This design comes from an exercise in tuning for small area on the open sky130 flow, not from production work. Function was checked by simulation only, so behaviour that the tests miss may differ from the original. No activity file was given, so power comes from the tool's default toggle rates.

run 1:
// linkcore_dp
module linkcore_dp (
    input  wire        clk,
    input  wire        rst,         
    input  wire        op_valid,
    output wire        op_ready,
    input  wire [7:0]  op_code,
    input  wire [31:0] op_a,
    input  wire [31:0] op_b,
    output reg         res_valid,
    output reg         res_err,
    output wire [31:0] res_data,
    output wire [31:0] key,
    output wire [31:0] csum,
    output wire [31:0] localkey,
    output wire [31:0] remotekey,
    output wire [31:0] err
);
    localparam OP_NOP        = 4'h0;
    localparam OP_CSUM_INIT  = 4'h1;
    localparam OP_CSUM_FOLD  = 4'h2;
    localparam OP_CSUM_FINAL = 4'h3;
    localparam OP_KDF        = 4'h4;
    localparam OP_RKEY       = 4'h5;
    localparam OP_KSEED      = 4'h6;
    localparam OP_KADV       = 4'h7;
    localparam OP_MASK       = 4'h8;
    localparam OP_CRYPT      = 4'h9;
    localparam OP_RESV       = 4'hA;    
    localparam OP_PAYW       = 4'hB;
    localparam OP_SEAL       = 4'hC;
    localparam OP_MISAL      = 4'hD;    
    localparam [31:0] CSUM_SEED      = 32'h0000_15A0;
    localparam [31:0] MASK_CONST     = 32'h2079_6220;
  ...
Size: about 220 flip-flops, about 270 I/O pins, ~0.0078 mm² of cells after synthesis.
clock: 10.0 ns
lec_check: 0
abc_area: 1
cap_margin: 20
core_margin: 2
core_utilization: 40
slew_margin: 20
standard.sh (not shown) runs the stock make flow with config.mk's settings and CLKGATE_MAP_FILE= SYNTH_SCRIPT=/design/flow/synth_recipe.tcl, a recipe that flattens the netlist after the stock synthesis.
==> flow/flow/run.sh <==
#!/bin/bash
set -o pipefail
export BUFFER_PORTS_ARGS="-buffer_cell sky130_fd_sc_hd__buf_1"
export CTS_ARGS="-sink_clustering_enable -repair_clock_nets -buf_list sky130_fd_sc_hd__clkbuf_4 -root_buf sky130_fd_sc_hd__clkbuf_8 -dont_use_dummy_load -sink_clustering_size 10 -sink_clustering_max_diameter 50"
bash standard.sh > standard.log 2>&1
Every stage of the flow completed for run 1, and the final layout passed the timing, design-rule and antenna checks.
What run 2 does differently from run 1 at the input level:
# run 1
export LEC_CHECK = 0
export ABC_AREA = 1
export CAP_MARGIN = 20
export CORE_MARGIN = 2
export CORE_UTILIZATION = 40
export SLEW_MARGIN = 20
create_clock -name core_clock -period 10.0 [get_ports {clk}]
# run 2
export LEC_CHECK = 0
export CAP_MARGIN = 20
export CORE_MARGIN = 2
export CORE_UTILIZATION = 40
export SLEW_MARGIN = 20
create_clock -name core_clock -period 10.0 [get_ports {clk}]
Findings:
- The run with more routed wire is run 1, not run 2.
- Changes observed in run 2 relative to run 1: maximum frequency fell 2.9%; final period utilization rose 1.4 points; sequential fraction of the synthesis area rose 0.34 points.
- In run 2 relative to run 1, number of inserted filler cells in the final layout had gone down by a few percent.
- When run 2 is measured against run 1, its final worst-path setup slack turns out 140 ps lower.
- The power of the sequential group of run 2 falls short of that of run 1 by about 0.6%.
For run 3, these inputs were changed with respect to run 2:
-- flow/flow/run.sh --
<<< run 2, line 2
set -o pipefail
>>> run 3, line 2
# The standard layout (standard.sh), changed in three ways:
#  - synthesis maps the logic with an area-oriented ABC script
#    (flow/abc_area.scr) instead of ORFS's speed script, and leaves adders to
#    ABC (ADDER_MAP_FILE empty) instead of mapping them first; the rest of
#    the synthesis (synth_recipe.tcl, ORFS synth.tcl) is unchanged, so the
#    registers keep their names and cell types;
#  - the port buffers are the smallest buffer cell (buf_1);
#  - the clock tree uses clkbuf_4 leaves without dummy loads.
set -euo pipefail
here=$(pwd)
abc_scr=$here/flow/abc_area.scr
sed "s|log_cmd abc {\*}\$abc_args|log_cmd abc -script $abc_scr {*}[lrange \$abc_args 2 end]|" \
    "$FLOW_HOME/scripts/synth.tcl" > "$here/synth_area.tcl"
grep -q "abc -script $abc_scr" "$here/synth_area.tcl"
sed "s|source \$::env(SCRIPTS_DIR)/synth.tcl|source $here/synth_area.tcl|" \
    "$here/synth_recipe.tcl" > "$here/synth_recipe_area.tcl"
grep -q "source $here/synth_area.tcl" "$here/synth_recipe_area.tcl"
sed "s|SYNTH_SCRIPT=[^ ]*|SYNTH_SCRIPT=$here/synth_recipe_area.tcl ADDER_MAP_FILE=|" \
    "$here/standard.sh" > "$here/standard_area.sh"
grep -q "SYNTH_SCRIPT=$here/synth_recipe_area.tcl" "$here/standard_area.sh"
<<< run 2, line 5
bash standard.sh > standard.log 2>&1
>>> run 3, line 24
bash "$here/standard_area.sh" > "$here/standard.log" 2>&1
==> flow/flow/abc_area.scr (new file) <==
strash
&get -n
&deepsyn -T 30
&put
dch -f
amap
==> summary.txt <==
Summary of run 3 over run 2: cell count after synthesis now sits lower; overall power now sits at about the same level; worst-case setup slack after placement now sits higher. [run 3 vs run 2] met1 global-route usage: higher in run 3.

[re-timing with driven ports]
The results above use ideal ports. As a check the final layouts listed here were re-extracted and re-timed, cells and wires unchanged. Step 1, drivers: a clkbuf_16 drives clk and a buf_2 each remaining input, both assumed. Step 2 adds t to the input delays and takes it off the output delays; t is the mean of the earliest and latest rising clock arrival at the registers after step 1. Input paths then give back, and output paths get back, about the clock's delay inside the block. a / b / c = ideal ports / drivers / drivers and shift; a / b = the first two.
run | t, ns | setup slack, ns | worst setup path at the end | worst register clock-pin slew, ns | cell pins on the clock port's net
run 1 | 0.526 | 5.367 / 5.348 / 5.348 | input to output | 0.10 / 0.10 | 1
run 2 | 0.546 | 5.228 / 5.228 / 5.057 | input to register | 0.11 / 0.11 | 1
run 3 | 0.548 | 5.070 / 5.031 / 5.251 | input to output | 0.11 / 0.11 | 1
After both steps setup and hold are still met in every run listed. The setup slack of run 2, which loses most, moves by 0.000 ns with the drivers and by -0.171 ns with both steps.
